This design comes from an exercise in tuning for a short achievable clock period and few clock cycles on the open sky130 flow, not from production work. The RTL was checked by simulation tests, not by an equivalence proof against the original design. Power figures rest on the tool's default switching activity, not on a simulated workload.

### design/flow/flow/run.sh
#!/bin/bash
set -euo pipefail
bash standard.sh SETUP_SLACK_MARGIN=7.0 finish > standard_flow.log 2>&1
### design/flow/constraint.sdc
create_clock -name core_clock -period 10.0 [get_ports {clk}]
set_input_delay 2.0000 -clock core_clock [delete_from_list [all_inputs] [get_ports {clk}]]
set_output_delay 2.0000 -clock core_clock [all_outputs]
set_load 0.01 [all_outputs]
### design/flow/config.mk
export PLATFORM = sky130hd
export DESIGN_NAME = vm16_core
export DESIGN_NICKNAME = vm16_core
export VERILOG_FILES = /design/flow/design.v
export SDC_FILE = /design/flow/constraint.sdc
export NUM_CORES = 4
export LEC_CHECK = 0
export ABC_CLOCK_PERIOD_IN_PS = 2500
export CAP_MARGIN = 20
export CORE_MARGIN = 2
export CORE_UTILIZATION = 40
export SLEW_MARGIN = 20
### design/flow/standard.sh
#!/bin/bash
# synth_recipe.tcl (not shown) runs the flow's synth.tcl, then flattens the netlist and writes it again
# the make line also repeats each setting of config.mk as NAME=value (left out here)
make -C /OpenROAD-flow-scripts/flow DESIGN_CONFIG=/design/flow/config.mk WORK_HOME=/design/flow/orfs CLKGATE_MAP_FILE= SYNTH_SCRIPT=/design/flow/synth_recipe.tcl "${@:-finish}"
### design/flow/design.v
module vm16_core (
    input  wire        clk,
    input  wire        rst,
    output reg         mem_valid,
    output reg         mem_we,
    output reg  [14:0] mem_addr,
    output reg  [15:0] mem_wdata,
    input  wire [15:0] mem_rdata,
    input  wire        mem_ready,
    output reg         out_valid,
    output reg  [7:0]  out_byte,
    output reg         retire_valid,
    output reg  [14:0] retire_pc,
    output reg         retire_we,
    output reg  [2:0]  retire_rd,
    output reg  [15:0] retire_wdata,
    output reg         halted,
    output reg         faulted
);
    localparam OP_LUI   = 3'd0;
    localparam OP_AUIPC = 3'd1;
    localparam OP_JALR  = 3'd2;
    localparam OP_BEQ   = 3'd3;
    localparam OP_LW    = 3'd4;
    localparam OP_SW    = 3'd5;
    localparam OP_ADDI  = 3'd6;
    localparam OP_MATH  = 3'd7;
    localparam ALT_ADD  = 3'd0;
    localparam ALT_SUB  = 3'd1;
    localparam ALT_SLL  = 3'd2;
    localparam ALT_SRL  = 3'd3;
    localparam ALT_NAND = 3'd4;
    localparam ALT_AND  = 3'd5;
    localparam ALT_OR   = 3'd6;
    localparam ALT_LT   = 3'd7;
    localparam CW = 4;                  
    localparam CN = 1 << CW;
    localparam TW = 15 - CW;            
    localparam BW = 2;                  
    localparam BN = 1 << BW;
    reg  [15:0] regs [1:7];   
    reg          c_v [0:CN-1];
    reg [TW-1:0] c_t [0:CN-1];
    reg [15:0]   c_d [0:CN-1];
    reg             b_v [0:BN-1];
    reg [14-BW:0]   b_t [0:BN-1];
    reg [14:0]      b_g [0:BN-1];
    reg  [14:0] fpc;          
    reg         iv;           
    reg  [15:0] ir;
    reg  [14:0] ipc;          
    reg         ip;           
    reg         ipj;          
    reg  [14:0] ipc1;         
    reg  [15:0] ilink;        
    reg  [15:0] a_rd;         
    reg  [15:0] a_r1;
    reg  [15:0] a_r2;
    reg         mvld;         
    reg         m_bus;        
    reg         m_sw;
    reg         m_fault;      
    reg         m_halt;       
    reg  [2:0]  m_rd;
    reg  [14:0] m_ea;
    reg  [14:0] m_pc;
    reg         m_we;         
    reg  [15:0] m_res;        
    reg         m_out;        
    reg  [7:0]  m_outb;       
    reg         bus_m;        
    wire stop = halted | faulted;
    wire [2:0]  op   = ir[2:0];
    wire [2:0]  rd   = ir[5:3];
    wire [2:0]  r1   = ir[8:6];
    wire [2:0]  alt  = ir[11:9];
    wire [2:0]  r2   = ir[15:13];
    wire [15:0] imu  = {ir[15:6], 6'b0};             
    wire [15:0] im7  = {{9{ir[15]}}, ir[15:9]};      
    wire [15:0] x_rd = a_rd;
    wire [15:0] x_r1 = a_r1;
    wire [15:0] x_r2 = a_r2;
    wire [14:0] pc_inc = ipc1;                       
    wire [15:0] link   = ilink;                      
    wire [15:0] ea     = x_r1 + im7;                 
    wire        ea_one = (x_r1 == (16'd1 - im7));
    wire [15:0] sum  = x_r1 + x_r2;
    wire [15:0] diff = x_r1 - x_r2;
    wire        big  = |x_r2[15:4];
    reg  [15:0] math_res;
    always @(*) begin
        case (alt)
            ALT_ADD:  math_res = sum;
            ALT_SUB:  math_res = diff;
            ALT_SLL:  math_res = big ? 16'd0 : (x_r1 << x_r2[3:0]);
            ALT_SRL:  math_res = big ? 16'd0 : (x_r1 >> x_r2[3:0]);
            ALT_NAND: math_res = ~(x_r1 & x_r2);
            ALT_AND:  math_res = x_r1 & x_r2;
            ALT_OR:   math_res = x_r1 | x_r2;
            default:  math_res = (x_r1 < x_r2) ? 16'd1 : 16'd0;
        endcase
    end
    reg [15:0] exec_res;
    reg        exec_we;
    always @(*) begin
        exec_res = 16'd0;
        exec_we  = 1'b0;
        case (op)
            OP_LUI:   begin exec_res = imu;                   exec_we = 1'b1; end
            OP_AUIPC: begin exec_res = {1'b0, pc_inc} + imu;  exec_we = 1'b1; end
            OP_JALR:  begin exec_res = link;                  exec_we = 1'b1; end
            OP_ADDI:  begin exec_res = ea;                    exec_we = 1'b1; end
            OP_MATH:  begin exec_res = math_res;              exec_we = 1'b1; end
            default: ;
        endcase
    end
    wire [14:0] br_tgt  = pc_inc + im7[14:0];
    wire        jl_self = (rd != 3'd0) && (rd == r1);
    wire [14:0] jl_tgt  = (jl_self ? link[14:0] : x_r1[14:0]) + im7[14:0];
    wire        taken   = (x_rd == x_r1);
    wire        is_jalr = (op == OP_JALR);
    wire        is_beq  = (op == OP_BEQ);
    wire [14:0] npc     = is_jalr ? jl_tgt : (is_beq && taken) ? br_tgt : pc_inc;
    wire [14:0] fpc_im  = fpc - im7[14:0];
    wire        jl_ok   = ipj && (jl_self ? (link[14:0] == fpc_im) : (x_r1[14:0] == fpc_im));
    wire        redirect = (is_jalr && !jl_ok) || (is_beq && (taken != ip));
    wire is_mem  = (op == OP_LW) || (op == OP_SW);
    wire port_st = (op == OP_SW) && ea_one;
    wire to_m    = is_mem && !port_st;               
    wire rd_used = is_beq;    
    wire r1_used = !(op == OP_LUI || op == OP_AUIPC);
    wire r2_used = (op == OP_MATH);
    wire m_fin   = mvld && (!m_bus || mem_ready);    
    wire m_wr    = mvld && m_bus && !m_sw && mem_ready && (m_rd != 3'd0);
    wire use_ld  = mvld && m_bus && !m_sw && (m_rd != 3'd0) &&
                   ((rd_used && rd == m_rd) || (r1_used && r1 == m_rd) ||
                    (r2_used && r2 == m_rd));
    wire st_ir   = mvld && m_bus && m_sw && (ipc == m_ea);
    wire patch   = st_ir && iv && mem_ready;
    wire ex      = iv && !stop && (!mvld || m_fin) && !use_ld && !st_ir
                   && !(mvld && (m_fault || m_halt));
    wire e_wr    = ex && exec_we && (rd != 3'd0);    
    wire [15:0] sw_data = (m_wr && rd == m_rd) ? mem_rdata : x_rd;
    wire e_fault = ex && to_m && ea[15];
    wire e_bus   = ex && to_m && !ea[15];
    wire [CW-1:0] f_idx  = fpc[CW-1:0];
    wire          c_hit  = c_v[f_idx] && (c_t[f_idx] == fpc[14:CW]) &&
                           !(m_sw && m_ea == fpc);
    wire [15:0]   fw     = bus_m ? c_d[f_idx] : mem_rdata;    
    wire          f_acc  = !stop && (!iv || ex);             
    wire          got    = f_acc && (bus_m ? c_hit : mem_ready);
    wire          c_fill = !bus_m && mem_valid && mem_ready;
    wire [14:0] fpc_inc = fpc + 15'd1;
    wire [15:0] fpc_lnk = {1'b0, fpc_inc} + 16'd1;
    wire        f_bwd   = !bus_m && (mem_rdata[2:0] == OP_BEQ) && mem_rdata[15];
    wire [7:0]  f_lo    = {1'b0, fpc_inc[6:0]} + {1'b0, mem_rdata[15:9]};
    wire [7:0]  f_hi0   = fpc_inc[14:7] - 8'd1;
    wire [14:0] f_tgt   = {f_lo[7] ? fpc_inc[14:7] : f_hi0, f_lo[6:0]};
    wire [BW-1:0] b_idx = fpc[BW-1:0];
    wire        f_jmp   = (fw[2:0] == OP_JALR) && b_v[b_idx] && (b_t[b_idx] == fpc[14:BW]);
    wire [15:0] nw    = patch ? mem_wdata : fw;
    wire [2:0]  nw_rd = nw[5:3];
    wire [2:0]  nw_r1 = nw[8:6];
    wire [2:0]  nw_r2 = nw[15:13];
    function [15:0] rf_read(input [2:0] n);
        rf_read = (n == 3'd0) ? 16'd0 : regs[n];
    endfunction
    function [15:0] opnd(input [2:0] n);
        if (e_wr && rd == n)
            opnd = exec_res;
        else if (m_wr && m_rd == n)
            opnd = mem_rdata;
        else
            opnd = rf_read(n);
    endfunction
    reg [14:0] n_fpc;
    always @(*) begin
        if (patch)
            n_fpc = ipc1;
        else if (ex && redirect)
            n_fpc = npc;
        else if (got)
            n_fpc = f_jmp ? b_g[b_idx] : f_bwd ? f_tgt : fpc_inc;
        else
            n_fpc = fpc;
    end
    wire m_stay  = mvld && m_bus && !mem_ready;      
    wire halt_n  = halted | (m_fin && m_halt);
    wire fault_n = faulted | (m_fin && m_fault);
    integer i;
    always @(posedge clk) begin
        if (m_fin) begin
            retire_pc    <= m_pc;
            retire_we    <= m_we;
            retire_rd    <= m_rd;
            retire_wdata <= (m_bus && !m_sw) ? mem_rdata : m_res;
            out_byte     <= m_outb;
        end
        if (m_wr)
            regs[m_rd] <= mem_rdata;
        if (e_wr)
            regs[rd] <= exec_res;
        if (c_fill) begin
            c_t[f_idx] <= fpc[14:CW];
            c_d[f_idx] <= mem_rdata;
        end
        if (bus_m && m_sw && mem_ready && c_t[m_ea[CW-1:0]] == m_ea[14:CW])
            c_d[m_ea[CW-1:0]] <= mem_wdata;
        if (ex) begin
            m_bus   <= to_m && !ea[15];
            m_sw    <= (op == OP_SW);
            m_fault <= to_m && ea[15];
            m_halt  <= !(to_m && ea[15]) && (npc == 15'd0);
            m_rd    <= rd;
            m_ea    <= ea[14:0];
            m_pc    <= ipc;
            m_we    <= (exec_we || op == OP_LW) && (rd != 3'd0);
            m_res   <= exec_res;
            m_out   <= port_st && (sw_data != 16'd0);
            m_outb  <= sw_data[7:0];
            if (to_m)
                mem_wdata <= sw_data;
        end
        if (got) begin
            ir    <= fw;
            ipc   <= fpc;
            ip    <= f_bwd;
            ipj   <= f_jmp;
            ipc1  <= fpc_inc;
            ilink <= fpc_lnk;
        end
        if (patch) begin
            ir  <= mem_wdata;
            ip  <= 1'b0;
            ipj <= 1'b0;
        end
        if (ex && is_jalr) begin
            b_t[ipc[BW-1:0]] <= ipc[14:BW];
            b_g[ipc[BW-1:0]] <= jl_tgt;
        end
        if (got || patch) begin
            a_rd <= opnd(nw_rd);
            a_r1 <= opnd(nw_r1);
            a_r2 <= opnd(nw_r2);
        end else if (m_wr) begin
            if (rd == m_rd) a_rd <= mem_rdata;
            if (r1 == m_rd) a_r1 <= mem_rdata;
            if (r2 == m_rd) a_r2 <= mem_rdata;
        end
        if (rst) begin
            for (i = 0; i < CN; i = i + 1)
                c_v[i] <= 1'b0;
            for (i = 0; i < BN; i = i + 1)
                b_v[i] <= 1'b0;
            fpc          <= 15'h0010;
            iv           <= 1'b0;
            mvld         <= 1'b0;
            bus_m        <= 1'b0;
            halted       <= 1'b0;
            faulted      <= 1'b0;
            retire_valid <= 1'b0;
            out_valid    <= 1'b0;
            mem_valid    <= 1'b1;
            mem_we       <= 1'b0;
            mem_addr     <= 15'h0010;
        end else begin
            if (c_fill)
                c_v[f_idx] <= 1'b1;
            if (ex && is_jalr)
                b_v[ipc[BW-1:0]] <= 1'b1;
            retire_valid <= m_fin && !m_fault;
            out_valid    <= m_fin && m_out;
            halted       <= halt_n;
            faulted      <= fault_n;
            fpc          <= n_fpc;
            if (ex || m_fin)
                mvld <= ex;
            bus_m        <= m_stay || e_bus;
            if (got)
                iv <= !(ex && redirect);
            else if (ex)
                iv <= 1'b0;
            mem_valid <= m_stay || e_bus || !(halt_n || fault_n);
            if (m_stay) begin
                mem_we   <= m_sw;
                mem_addr <= m_ea;
            end else if (e_bus) begin
                mem_we   <= (op == OP_SW);
                mem_addr <= ea[14:0];
            end else begin
                mem_we   <= 1'b0;
                mem_addr <= n_fpc;
            end
        end
    end
endmodule
==> flow_results.org, run 1 <==
** STA
- Hold Worst Slack :: around 0.42 ns
- Maximum clock frequency :: between 0.2 and 0.25 GHz
- Setup repair after global routing could not meet its margin everywhere.
- Aggregate negative setup slack :: 0 ns
- At the pin with the least slew margin, the transition time is around 1.3 ns.
- The count of final max-slew check failures came to 0.
- The routed design could run at a clock period as short as between 4 and 5 ns.
- Across all setup checks in the final design, the least slack found is around 5.7 ns.
- On the final layout, the worst clock skew is approximately 0.082 ns.
- Period utilisation layout :: a little over two fifths
- Setup violations remaining at the end of the flow were counted as 0.
- Count of endpoints failing hold in the final timing report :: 0
- Relative slew slack :: between 10% and 20%

** Placed design
- Routability-driven placement finished with a final weighted congestion of ~0.95.
- At the placement stage, the worst setup path has a slack of 3.16 ns.
- Number of placed instances, taps included :: roughly 5.8k
- Number of buffers inserted by port buffering :: 98
- Post-DP HPWL :: 117000 um

** Layout
- Finished Core Util :: between 50 and 60%
- Number of nets in the layout :: around 5.1k
- Of the cells placed in the final design, the portion with a size suffix greater than 1 is between 40% and 50%.
- Syn-to-layout area delta :: 40.7%
- Once layout is complete, the cells apart from fillers number 6738.

** Floorplanning
- The floorplan step defined a core boundary enclosing approximately 130000 um2.
- Die outline width :: approximately 370 um
- Overall die height :: 366 um
- Row generation in the floorplan step produced roughly 130 rows.
- The die covers approximately 130000 um2.
- 99 I/O pins were placed.
- Once the floorplan was initialized, standard cells occupied between 40% and 50% of the core.

** Drt
- Via total after detailed routing :: around 44k
- For this run, the detailed router's first-pass iteration total came to 7.
- Antenna viol nets, final :: 0
- For this run, design rule violations remaining after detail routing come to 0.
- Iteration-0 DRC count of the detailed router :: between 7k and 8k
- For this block, the routed nets add up to between 200000 and 250000 um of wire.
- Routed len/inst :: between 30 and 40 um
- In the routed layout, each cell is associated on average with a via count of roughly 6.5.

** Yosys
- For this run, the leading register cell type out of synthesis is sky130_fd_sc_hd__edfxtp_1.
- Counting distinct cell types in the post-synthesis netlist gives 108.
- Yosys mapped a number of flops with a built-in enable equal to 891.
- Part of the Yosys area used for sequential elements :: between 50% and 60%
- For this run, asynchronously set or reset flops after synthesis account for 0%.
- For this run, the number of Yosys warnings is 1.
- Counting every instance in the synthesized netlist gives slightly above 4k.
- Averaged over all synthesized cells, the footprint is roughly 13 um2.
- Flop and latch count out of synthesis :: between 900 and 1k
- Counting every net in the synthesized netlist gives ~4.3k.
- Netlist area before placement :: about 52000 um2

** Global routing
- Congestion Overflow GR :: 0
- Maximum number of pins on one net before global-route repair :: just over 60
- Combined global-route utilization of all metal layers :: around a third
- The initial antenna violation count is 12.
- The number of global-route vias before repair is slightly above 40k.
- First-pass GRT wire length :: slightly above 300000 um

** Setup path
- Measured in cells, the most critical reg-to-reg path has a length of 15.
- STA puts the critical path data arrival time at ~4.7 ns.
- Nature of the critical path endpoint :: register
- CP required :: around 10 ns
- Of all nets on the critical path, the largest fanout is 8.
- Nature of the critical path startpoint :: register
- The critical path in this run is classified as reg -> reg.

** Clocking
- The cell sitting at the root of the clock tree is a sky130_fd_sc_hd__clkbuf_16.
- TritonCTS built the clock tree.
- For this design, the CTS-stage hold fixing added 0 buffers.
- Clock tree synthesis found a total of about 950 sinks.
- The clock reaches the later pin of the worst-skew pair after approximately 0.77 ns.
- Clock Path Buffers :: 3
- After clock tree synthesis, the clock-pin slew on the worst setup and hold paths is approximately 0.07 ns.
- Clock buffer count from CTS :: about 100
- H-tree depth :: 3

** Power
- Leakage dissipation :: 26.0 nW
- Dividing total power by cell area gives a power density of 185 nW/um2.
- Worst IR Drop VDD :: around 0.16 mV

** Worst hold path
- The worst hold path was traced through 0 stages.
- Class of the tightest hold or removal check :: reg -> reg

** Status
- The flow ran to the end and the layout has no timing, DRC or antenna violations.

** Flow run
- Max-cap viol count :: 0
[where the power goes]
part	internal (W)	switching, W	leakage [nW]	total, W
logic	0.00214	0.00271	15.8	0.00485
clock network	0.00225	0.00169	1.67	0.00394
registers	0.00466	0.000209	8.52	0.00487
[worst paths after layout]
kind	from	slack, ns	end
max	fpc[0]$_SDFF_PP0_	5.73	a_r2[10]$_DFFE_PP_
min	m_pc[0]$_DFFE_PN_	0.42	retire_pc[0]$_DFFE_PP_
min reg2reg	m_pc[0]$_DFFE_PN_	0.42	retire_pc[0]$_DFFE_PP_
max reg2reg	fpc[0]$_SDFF_PP0_	5.73	a_r2[10]$_DFFE_PP_
[placed cells by master (no fill, tap or decap), types with 31 or more instances in the layout]
cell type / synthesis / final
sky130_fd_sc_hd__edfxtp_1: 891 / 891
sky130_fd_sc_hd__buf_4: 16 / 349
sky130_fd_sc_hd__nor2_1: 372 / 255
sky130_fd_sc_hd__nand2_1: 267 / 238
sky130_fd_sc_hd__mux2i_1: 234 / 203
sky130_fd_sc_hd__mux4_2: 184 / 190
sky130_fd_sc_hd__buf_6: 8 / 182
sky130_fd_sc_hd__buf_12: 5 / 164
sky130_fd_sc_hd__xnor2_1: 176 / 151
sky130_fd_sc_hd__a21oi_1: 233 / 134
sky130_fd_sc_hd__clkbuf_16: 0 / 113
sky130_fd_sc_hd__o21ai_0: 167 / 104
sky130_fd_sc_hd__mux2_2: 143 / 103
sky130_fd_sc_hd__ha_1: 136 / 100
sky130_fd_sc_hd__inv_1: 117 / 90
sky130_fd_sc_hd__a21oi_2: 1 / 83
sky130_fd_sc_hd__nor2_4: 0 / 65
sky130_fd_sc_hd__buf_16: 0 / 64
sky130_fd_sc_hd__buf_2: 48 / 57
sky130_fd_sc_hd__nor2_2: 2 / 55
sky130_fd_sc_hd__xor2_1: 64 / 51
sky130_fd_sc_hd__mux2_4: 1 / 48
sky130_fd_sc_hd__a211oi_1: 59 / 46
sky130_fd_sc_hd__nand3_1: 50 / 42
sky130_fd_sc_hd__o21ai_4: 0 / 40
sky130_fd_sc_hd__nor3_1: 48 / 37
sky130_fd_sc_hd__a221o_1: 43 / 36
sky130_fd_sc_hd__nand4_1: 32 / 32
sky130_fd_sc_hd__dfxtp_1: 61 / 32
sky130_fd_sc_hd__nand2b_1: 36 / 31
sky130_fd_sc_hd__o21ai_1: 9 / 31
sky130_fd_sc_hd__o22ai_1: 40 / 31
[worst max-delay path, cell delays in order (launching register included)]
cell and delay, ns:
sky130_fd_sc_hd__dfxtp_4 0.38, sky130_fd_sc_hd__buf_12 0.13, sky130_fd_sc_hd__buf_12 0.12, sky130_fd_sc_hd__buf_16 0.13, sky130_fd_sc_hd__buf_8 0.11, sky130_fd_sc_hd__mux4_2 0.47
sky130_fd_sc_hd__mux4_2 0.49, sky130_fd_sc_hd__mux2_4 0.29, sky130_fd_sc_hd__mux2i_4 0.23, sky130_fd_sc_hd__buf_12 0.18, sky130_fd_sc_hd__buf_4 0.13, sky130_fd_sc_hd__mux2i_2 0.47
sky130_fd_sc_hd__o21ai_0 0.20, sky130_fd_sc_hd__a21oi_2 0.33, sky130_fd_sc_hd__nor2_2 0.07, sky130_fd_sc_hd__a221o_1 0.25
[through the flow]
| step | cell area [um2] | total power, W |
|---|---|---|
| 6_report | 73700 | 0.0137 |
| 5_1_grt | 73700 | 0.0139 |
| 2_1_floorplan | 54000 | 0.00693 |
| 3_3_place_gp | 56000 | 0.00789 |
| 4_1_cts | 70500 | 0.0130 |
| 3_5_place_dp | 56000 | 0.00790 |
[cells by family after synthesis]
group | after synthesis | share of synthesized area (%)
AO/OA/AOI/OAI | 827 | 10.4
AND/OR/NAND/NOR | 983 | 8.72
XOR/XNOR | 243 | 4.12
multiplexers | 583 | 16.4
flip-flops | 952 | 53.4
adder cells (fa/ha/maj) | 144 | 3.55
buffers and inverters | 404 | 3.46
[cells in the mapped netlist, types with 61 or more instances]
| library cell | instances | area share, % |
|---|---|---|
| sky130_fd_sc_hd__edfxtp_1 | 891 | 51 |
| sky130_fd_sc_hd__nor2_1 | 372 | 2.7 |
| sky130_fd_sc_hd__nand2_1 | 267 | 1.9 |
| sky130_fd_sc_hd__mux2i_1 | 234 | 4.5 |
| sky130_fd_sc_hd__a21oi_1 | 233 | 2.2 |
| sky130_fd_sc_hd__mux4_2 | 184 | 7.9 |
| sky130_fd_sc_hd__xnor2_1 | 176 | 2.9 |
| sky130_fd_sc_hd__clkbuf_1 | 175 | 1.3 |
| sky130_fd_sc_hd__o21ai_0 | 167 | 1.6 |
| sky130_fd_sc_hd__mux2_2 | 143 | 3.1 |
| sky130_fd_sc_hd__ha_1 | 136 | 3.2 |
| sky130_fd_sc_hd__inv_1 | 117 | 0.84 |
| sky130_fd_sc_hd__xor2_1 | 64 | 1.1 |
| sky130_fd_sc_hd__dfxtp_1 | 61 | 2.3 |
[repair_timing]
| action | 4_1_cts | 5_1_grt |
|---|---|---|
| endpoints found under the setup margin | 1595 | 1318 |
| gates resized for setup | 1306 | 382 |
| pin swaps | 252 | 197 |
| setup buffers | 486 | 134 |
| gates cloned | 126 | 18 |
[final cells by class]
type / count / area, um2
timing repair buffer: 881 / 11300
sequential: 952 / 28100
multi-input combinational: 2831 / 28000
fill: 9978 / 56100
clock inverter: 59 / 724
clock buffer: 130 / 2690
tap: 1742 / 2180
antenna: 10 / 25.0
timing repair inverter: 6 / 80.1
inverter: 127 / 626
[layer usage]
metal | share of wire [%] | track usage (%) | vias to the layer above
met5 | 0.023 | 0 | -
met4 | 7.3 | 16.7 | 8
met3 | 15 | 11.0 | 949
met2 | 41 | 45.3 | 3853
met1 | 36 | 41.8 | 21668
li1 | - | - | 17517
[flip-flops by register name, indices dropped and copies added, names as in the netlist, 16 cells and up, named ones only]
name	cells
c_d	256
c_t	176
regs	112
b_g	60
b_t	52
a_r1	16
a_r2	16
a_rd	16
c_v	16
ir	16
m_res	16
mem_wdata	16
retire_wdata	16
Testbench counts, summed over its fixed seeds: cycles 29,648.
==> run 2: changes to the inputs <==
--- a/design/flow/design.v
+++ b/design/flow/design.v
@@ -36,7 +36,7 @@
     localparam CW = 4;                  
     localparam CN = 1 << CW;
     localparam TW = 15 - CW;            
-    localparam BW = 2;                  
+    localparam BW = 3;                  
     localparam BN = 1 << BW;
     reg  [15:0] regs [1:7];   
     reg          c_v [0:CN-1];
@@ -49,10 +49,12 @@
     reg         iv;           
     reg  [15:0] ir;
     reg  [14:0] ipc;          
-    reg         ip;           
     reg         ipj;          
+    reg  [14:0] btgt;         
     reg  [14:0] ipc1;         
     reg  [15:0] ilink;        
+    reg         ijs;          
+    reg  [14:0] iltgt;        
     reg  [15:0] a_rd;         
     reg  [15:0] a_r1;
     reg  [15:0] a_r2;
@@ -69,6 +71,12 @@
     reg         m_out;        
     reg  [7:0]  m_outb;       
     reg         bus_m;        
+    reg         c_pv;         
+    reg  [15:0] c_pd;         
+    reg         c_seq;        
+    reg         c_cv;         
+    reg  [15:0] c_cd;         
+    reg         c_stay;       
     wire stop = halted | faulted;
     wire [2:0]  op   = ir[2:0];
     wire [2:0]  rd   = ir[5:3];
@@ -114,16 +122,17 @@
             default: ;
         endcase
     end
-    wire [14:0] br_tgt  = pc_inc + im7[14:0];
-    wire        jl_self = (rd != 3'd0) && (rd == r1);
-    wire [14:0] jl_tgt  = (jl_self ? link[14:0] : x_r1[14:0]) + im7[14:0];
+    wire [14:0] br_tgt  = btgt;
+    wire        jl_self = ijs;
+    wire [14:0] jl_tgt  = jl_self ? iltgt : x_r1[14:0] + im7[14:0];
     wire        taken   = (x_rd == x_r1);
     wire        is_jalr = (op == OP_JALR);
     wire        is_beq  = (op == OP_BEQ);
     wire [14:0] npc     = is_jalr ? jl_tgt : (is_beq && taken) ? br_tgt : pc_inc;
     wire [14:0] fpc_im  = fpc - im7[14:0];
-    wire        jl_ok   = ipj && (jl_self ? (link[14:0] == fpc_im) : (x_r1[14:0] == fpc_im));
-    wire        redirect = (is_jalr && !jl_ok) || (is_beq && (taken != ip));
+    wire        jl_ok   = ipj && (jl_self ? (iltgt == fpc) : (x_r1[14:0] == fpc_im));
+    wire        bt_ok   = ipj && (btgt == fpc);
+    wire        redirect = (is_jalr && !jl_ok) || (is_beq && (taken ? !bt_ok : ipj));
     wire is_mem  = (op == OP_LW) || (op == OP_SW);
     wire port_st = (op == OP_SW) && ea_one;
     wire to_m    = is_mem && !port_st;               
@@ -144,21 +153,20 @@
     wire e_fault = ex && to_m && ea[15];
     wire e_bus   = ex && to_m && !ea[15];
     wire [CW-1:0] f_idx  = fpc[CW-1:0];
-    wire          c_hit  = c_v[f_idx] && (c_t[f_idx] == fpc[14:CW]) &&
+    wire          c_hit  = ((c_seq && c_pv) || (c_stay && c_cv)) &&
                            !(m_sw && m_ea == fpc);
-    wire [15:0]   fw     = bus_m ? c_d[f_idx] : mem_rdata;    
+    wire [15:0]   fw     = !bus_m ? mem_rdata : c_seq ? c_pd : c_cd;   
     wire          f_acc  = !stop && (!iv || ex);             
     wire          got    = f_acc && (bus_m ? c_hit : mem_ready);
     wire          c_fill = !bus_m && mem_valid && mem_ready;
     wire [14:0] fpc_inc = fpc + 15'd1;
+    wire [CW-1:0] p_idx = fpc_inc[CW-1:0];
     wire [15:0] fpc_lnk = {1'b0, fpc_inc} + 16'd1;
-    wire        f_bwd   = !bus_m && (mem_rdata[2:0] == OP_BEQ) && mem_rdata[15];
-    wire [7:0]  f_lo    = {1'b0, fpc_inc[6:0]} + {1'b0, mem_rdata[15:9]};
-    wire [7:0]  f_hi0   = fpc_inc[14:7] - 8'd1;
-    wire [14:0] f_tgt   = {f_lo[7] ? fpc_inc[14:7] : f_hi0, f_lo[6:0]};
+    wire [14:0] f_tgt   = fpc_inc + {{8{fw[15]}}, fw[15:9]};
     wire [BW-1:0] b_idx = fpc[BW-1:0];
-    wire        f_jmp   = (fw[2:0] == OP_JALR) && b_v[b_idx] && (b_t[b_idx] == fpc[14:BW]);
-    wire [15:0] nw    = patch ? mem_wdata : fw;
+    wire        f_jmp   = ((fw[2:0] == OP_JALR) || (fw[2:0] == OP_BEQ)) &&
+                          b_v[b_idx] && (b_t[b_idx] == fpc[14:BW]);
+    wire [15:0] nw    = (st_ir && iv) ? mem_wdata : fw;
     wire [2:0]  nw_rd = nw[5:3];
     wire [2:0]  nw_r1 = nw[8:6];
     wire [2:0]  nw_r2 = nw[15:13];
@@ -180,12 +188,12 @@
         else if (ex && redirect)
             n_fpc = npc;
         else if (got)
-            n_fpc = f_jmp ? b_g[b_idx] : f_bwd ? f_tgt : fpc_inc;
+            n_fpc = f_jmp ? b_g[b_idx] : fpc_inc;
         else
             n_fpc = fpc;
     end
     wire m_stay  = mvld && m_bus && !mem_ready;      
-    wire halt_n  = halted | (m_fin && m_halt);
+    wire halt_n  = halted | (m_fin && m_halt && !m_fault);
     wire fault_n = faulted | (m_fin && m_fault);
     integer i;
     always @(posedge clk) begin
@@ -206,11 +214,15 @@
         end
         if (bus_m && m_sw && mem_ready && c_t[m_ea[CW-1:0]] == m_ea[14:CW])
             c_d[m_ea[CW-1:0]] <= mem_wdata;
+        c_pd <= c_d[p_idx];
+        c_cd <= c_fill ? mem_rdata : c_d[f_idx];
         if (ex) begin
             m_bus   <= to_m && !ea[15];
             m_sw    <= (op == OP_SW);
             m_fault <= to_m && ea[15];
-            m_halt  <= !(to_m && ea[15]) && (npc == 15'd0);
+            m_halt  <= is_jalr ? (jl_self ? (iltgt == 15'd0) : (x_r1[14:0] == -im7[14:0])) :
+                       (is_beq && taken) ? (btgt == 15'd0) :
+                       (ipc == 15'h7FFF);
             m_rd    <= rd;
             m_ea    <= ea[14:0];
             m_pc    <= ipc;
@@ -224,19 +236,23 @@
         if (got) begin
             ir    <= fw;
             ipc   <= fpc;
-            ip    <= f_bwd;
             ipj   <= f_jmp;
+            btgt  <= f_tgt;
             ipc1  <= fpc_inc;
             ilink <= fpc_lnk;
+            ijs   <= (fw[5:3] != 3'd0) && (fw[5:3] == fw[8:6]);
+            iltgt <= fpc_lnk[14:0] + {{8{fw[15]}}, fw[15:9]};
         end
         if (patch) begin
             ir  <= mem_wdata;
-            ip  <= 1'b0;
             ipj <= 1'b0;
+            btgt <= ipc1 + {{8{mem_wdata[15]}}, mem_wdata[15:9]};
+            ijs   <= (mem_wdata[5:3] != 3'd0) && (mem_wdata[5:3] == mem_wdata[8:6]);
+            iltgt <= ilink[14:0] + {{8{mem_wdata[15]}}, mem_wdata[15:9]};
         end
-        if (ex && is_jalr) begin
+        if (ex && (is_jalr || (is_beq && taken && ir[15]))) begin
             b_t[ipc[BW-1:0]] <= ipc[14:BW];
-            b_g[ipc[BW-1:0]] <= jl_tgt;
+            b_g[ipc[BW-1:0]] <= is_jalr ? jl_tgt : btgt;
         end
         if (got || patch) begin
             a_rd <= opnd(nw_rd);
@@ -256,6 +272,8 @@
             iv           <= 1'b0;
             mvld         <= 1'b0;
             bus_m        <= 1'b0;
+            c_pv         <= 1'b0;
+            c_cv         <= 1'b0;
             halted       <= 1'b0;
             faulted      <= 1'b0;
             retire_valid <= 1'b0;
@@ -266,7 +284,13 @@
         end else begin
             if (c_fill)
                 c_v[f_idx] <= 1'b1;
-            if (ex && is_jalr)
+            c_pv  <= c_v[p_idx] && (c_t[p_idx] == fpc_inc[14:CW]) &&
+                     !(bus_m && m_sw && m_ea == fpc_inc);
+            c_seq <= got && !patch && !(ex && redirect) && !f_jmp;
+            c_cv  <= c_fill || (c_v[f_idx] && (c_t[f_idx] == fpc[14:CW]) &&
+                                !(bus_m && m_sw && m_ea == fpc));
+            c_stay <= !got && !patch && !(ex && redirect);
+            if (ex && (is_jalr || (is_beq && taken && ir[15])))
                 b_v[ipc[BW-1:0]] <= 1'b1;
             retire_valid <= m_fin && !m_fault;
             out_valid    <= m_fin && m_out;
==> design/flow/flow/run.sh (replaced) <==
#!/bin/bash
set -euo pipefail
bash standard.sh SETUP_SLACK_MARGIN=7.0 \
    "BUFFER_PORTS_ARGS=-buffer_cell sky130_fd_sc_hd__buf_4" \
    finish > standard_flow.log 2>&1
==> flow_results.org, run 2 <==
** Status
- Outcome :: finished clean

** STA
- Setup repair after global routing could not meet its margin everywhere.
- Adding up every negative setup slack in the final design gives 0 ns.
- Hold Worst Slack :: between 0.3 and 0.4 ns
- Worst Max-Slew Pin Slew :: between 0.9 and 1 ns
- Across the routed clock network, the largest skew measured is between 0.04 and 0.05 ns.
- The count of final max-slew check failures was 0.
- The worst path needs about 4.2 ns of the cycle, external delays included.
- Maximum clock frequency :: approximately 0.24 GHz
- In the finished design, the share of the clock period the worst path needs comes to about two fifths.
- Once routing completed, OpenROAD measured the worst setup slack at a little under 6 ns.
- The worst pin sits at a relative slew slack of between 30% and 40%.
- Setup-failing EPs final :: 0
- Count of endpoints failing hold in the final timing report :: 0

** Floorplanning
- The initialized floorplan defines between 100 and 150 standard-cell rows.
- Die outline width :: about 400 um
- Initial Util :: 40.1%
- Die area :: 164000 um2
- In this run the count of I/O pins placed on the die edge is approximately 100.
- In this run the standard cell core region covers ~160000 um2.
- Overall die height :: just over 400 um

** Setup path
- Arr. time, crit path :: roughly 4.7 ns
- The worst register-to-register path begins at fpc[0]$_SDFF_PP0_.
- Setup slack, reg-to-reg :: 5.89 ns
- Nature of the critical path endpoint :: register
- Largest delay contributor family on the critical path :: compound AO/OA/AOI/OAI gates
- Critical path class :: in -> reg
- Counting both buffers and inverters, the worst setup path holds a total of 2.
- On the worst path, the slowest cell contributes a delay of 0.40 ns.
- The slowest stage of the critical path is the sky130_fd_sc_hd__fa_2 cell.
- The signal on the critical path passes through buf_16 -> mux2_4 -> buf_6 -> ha_4 -> fa_2 -> a21o_1 -> a21oi_2 -> nor2b_1 -> o21a_1 -> o311a_1 -> nor3_2 -> o41ai_2 -> xnor2_1 -> nand2_1 -> o21ai_0.
- Critical path launch point :: mem_rdata[9]
- The worst setup path is launched from an input pin.
- Along the worst path, the maximum fanout reaches 3.
- CP required :: between 10 and 15 ns

** Clocking
- Clock Path Buffers :: 3
- The cell sitting at the root of the clock tree is a sky130_fd_sc_hd__clkbuf_16.
- Counting every sink on the clock net gives ~1.1k.
- H-tree depth :: 3
- Clock latency reported for the late side of the worst-skew pair :: ~0.80 ns
- Clock-pin slew was measured on the worst setup and hold paths at roughly 0.09 ns.
- Clock buffer count from CTS :: roughly 120
- CTS tree :: done

** Yosys
- By area the synthesized netlist is led by sky130_fd_sc_hd__edfxtp_1, sky130_fd_sc_hd__mux4_2, sky130_fd_sc_hd__dfxtp_1, sky130_fd_sc_hd__ha_1, sky130_fd_sc_hd__mux2i_1.
- Number of distinct library cells after synthesis :: slightly below 90
- Largest area contributor in the netlist :: sky130_fd_sc_hd__edfxtp_1
- Yosys synthesis warning count :: 1
- Netlist area before placement :: 64200 um2
- Avg Synthesized Cell Area :: 12.7 um2
- Flop and latch count out of synthesis :: ~1.1k
- After synthesis, the largest area contributor takes up around 48% of total cell area.
- Of the synthesized area, sequential elements account for between 50 and 60%.
- Synth Instances :: 5039
- Yosys mapped a number of flops with a built-in enable equal to 1024.
- The number of nets handed over by synthesis was 5224.
- Main flop type after synthesis :: sky130_fd_sc_hd__edfxtp_1
- Ranking of synthesized cells by instance count :: sky130_fd_sc_hd__edfxtp_1, sky130_fd_sc_hd__nand2_1, sky130_fd_sc_hd__mux4_2
- After synthesis, the share of flip-flops with an asynchronous set or reset is 0%.
- Most repeated cell in the gate-level netlist after synthesis :: sky130_fd_sc_hd__edfxtp_1

** Power
- Clock share of power :: 27.0%
- The internal portion of the total power is roughly 0.011 W.
- In this run the static leakage power is 32.2 nW.
- Net switching is roughly a third of the power.
- Worst IR Drop VDD :: 0.169 mV
- The analysis attributes to net switching a power of a little under 0.006 W.
- Total power density per cell area :: between 150 and 200 nW/um2
- Per report_power, the combinational group accounts for between 30% and 40% of the total.
- Per report_power, the sequential group accounts for between 30% and 40% of the total.

** Global routing
- Vias in the first global route :: around 51k
- Combined global-route utilization of all metal layers :: 32.5%
- Entering global routing, the biggest net connects 80 pins.
- Congestion Overflow GR :: 0
- Number of antenna violations at the first check in global routing :: 15
- The first global-routing pass estimated 379000 um of wire.

** Layout
- Relative to the synthesized area, the layout overhead comes to 39.9%.
- Top register by number of flip-flops :: c_d
- Most frequent standard cell in the layout excluding fill and tap cells :: sky130_fd_sc_hd__edfxtp_1
- Counting the fill cells in the layout gives roughly 12k.
- Multi-input gate area :: roughly 35000 um2
- Number of flip-flops under the largest register name :: 256
- In the layout the commonest cells are sky130_fd_sc_hd__edfxtp_1, sky130_fd_sc_hd__nand2_1, sky130_fd_sc_hd__buf_4.
- In the final design database the tool counted ~6k nets.
- After routing the design area is ~90000 um2.
- In the final layout, the share of cells above drive strength 1 is 42.3%.
- Across the whole layout, storage elements account for roughly 33000 um2.

** Drt
- For this block, the via count after detailed routing is ~54k.
- Antenna viol nets, final :: 0
- In this run, the number of DRC markers left after iteration 0 of detailed routing was 8153.
- Vias per inst :: approximately 6.6
- The first TritonRoute pass finished after 14 iterations.
- Routed len/inst :: between 30 and 40 um
- For this run, design rule violations remaining after detail routing come to 0.
- Total Routed Length :: approximately 280000 um

** Placed design
- Placement-stage cell area :: just under 70000 um2
- At the placement stage, the worst setup path has a slack of approximately 4.3 ns.
- RePlAce Congestion :: around 0.95
- During placement, the flow inserted port buffers numbering slightly below 100.
- Post-DP HPWL :: 147000 um

** Worst hold path
- Hold wc startpoint :: m_we$_DFFE_PP_
- Class of the tightest hold or removal check :: reg -> reg

** Flow run
- Max-cap violations in this run came to 0.
-- run 2: cell types whose count changed in the layout (fill, tap and decap cells not counted), sizes merged, moves of 40 or more --
| cell | previous run | this run |
|---|---|---|
| buf | 846 | 1033 |
| a31oi | 33 | 73 |
| edfxtp | 891 | 1024 |
| mux4 | 198 | 393 |
| o21ai | 190 | 250 |
| dfxtp | 61 | 119 |
| nand2 | 275 | 467 |
| mux2i | 241 | 195 |
-- run 2: metrics by stage --
stage	util (%)	power (W)	cells
floorplan	-	0.00891	5039
global placement	42.9	0.0102	6983
detailed placement	42.9	0.0103	6983
CTS	53.9	0.0165	7923
global route	56.1	0.0177	8096
finish	56.1	0.0173	8103
-- run 2: layer usage --
layer  GRT usage (%)  vias to the layer above  part of all wire, %  routed length (um)
met3            11.2                     1201                   14               39400
met5           0.149                        -                 0.16                 433
li1                -                    21388                    -                   -
met4            18.8                       22                  7.6               21100
met1            41.9                    26811                   36               98800
met2            47.4                     4371                   43              118000
-- run 2: worst paths after layout --
path                                          endpoint  cells past startpoint
worst max-delay path               iltgt[14]$_DFFE_PN_                     15
worst min-delay path               retire_we$_DFFE_PP_                      0
worst min register to register     retire_we$_DFFE_PP_                      0
worst max register to register  mem_addr[4]$_SDFF_PP1_                     18
-- run 2: power by group through the flow --
stage                     combinational [W]  sequential (W)  clock [W]
after floorplan                     0.00303         0.00589          0
after global placement              0.00411         0.00613          0
after detailed placement            0.00414         0.00614          0
after CTS                           0.00592         0.00592    0.00466
after global routing                0.00684         0.00596    0.00485
final                               0.00667         0.00595    0.00467
-- run 2: cell families after synthesis --
group / after synthesis / share of synthesized area [%]
adders and majority gates: 166 / 3.34
xor gates and xnor gates: 303 / 4.13
buffers and inverters: 504 / 3.25
DFF: 1143 / 51.6
AOI/OAI and AO/OA: 938 / 9.55
muxes: 719 / 19.1
and+or+nand+nor: 1266 / 8.99
-- run 2: repair_timing --
item                                     CTS  global route
hold buffers                               0             0
resized for setup                       1134           382
setup buffers                            583           155
pin swaps                                311           230
cloned                                   132            18
endpoints found under the setup margin  1800          1548
-- run 2: layout make-up --
class,count,share of cell area [%]
Antenna cell,7,0.0195
Clock buffer,160,3.66
Clock inverter,65,0.871
Inverter,139,0.719
Multi-Input combinational cell,3427,38.7
Sequential cell,1143,37.0
Tap cell,2086,2.91
Timing Repair Buffer,1075,16.1
Timing Repair inverter,1,0.0181
-- run 2: worst reg2reg max path: stages, from the launching register on --
cell,delay (ns)
sky130_fd_sc_hd__dfxtp_4,0.41
sky130_fd_sc_hd__buf_6,0.14
sky130_fd_sc_hd__buf_6,0.12
sky130_fd_sc_hd__buf_6,0.11
sky130_fd_sc_hd__buf_6,0.13
sky130_fd_sc_hd__buf_16,0.13
sky130_fd_sc_hd__buf_8,0.13
sky130_fd_sc_hd__mux4_2,0.54
sky130_fd_sc_hd__mux2i_4,0.18
sky130_fd_sc_hd__xor2_1,0.18
sky130_fd_sc_hd__nand3_1,0.13
sky130_fd_sc_hd__or4_4,0.59
sky130_fd_sc_hd__buf_12,0.17
sky130_fd_sc_hd__buf_12,0.13
sky130_fd_sc_hd__a211oi_4,0.21
sky130_fd_sc_hd__a21oi_1,0.11
sky130_fd_sc_hd__a221oi_4,0.28
sky130_fd_sc_hd__o211a_1,0.18
sky130_fd_sc_hd__o21ai_1,0.07
Testbench counts of run 2, summed over its fixed seeds: cycles 29,667.

[re-timing with driven ports]
How much do the figures lean on ideal ports? The routed layouts below were timed once more, with nothing changed but the port constraints. Step 1 (the two cells are an assumption about what drives the block):
set clk [get_ports {clk}]
set_driving_cell -lib_cell sky130_fd_sc_hd__clkbuf_16 $clk
set_driving_cell -lib_cell sky130_fd_sc_hd__buf_2 [delete_from_list [all_inputs] $clk]
Step 2, shift: input delay + t, output delay - t, t = (earliest + latest rising clock arrival at the registers) / 2. This alone moves slack from input paths to output paths. a / b / c = no drivers / after step 1 / after step 2; a / b = the first two.
| run | shift t [ns] | slack for setup (ns) | slew at the worst register clock pin (ns) | worst slew at a driven data input, ns |
|---|---|---|---|---|
| run 1 | 0.809 | 5.733 / 5.733 / 4.988 | 0.07 / 0.07 | 0.21 |
| run 2 | 0.868 | 5.823 / 5.849 / 4.981 | 0.09 / 0.09 | 0.16 |
After both steps every run listed still meets setup and hold. For run 2, which loses most, drivers alone change the setup slack by +0.026 ns; drivers and shift together by -0.842 ns.
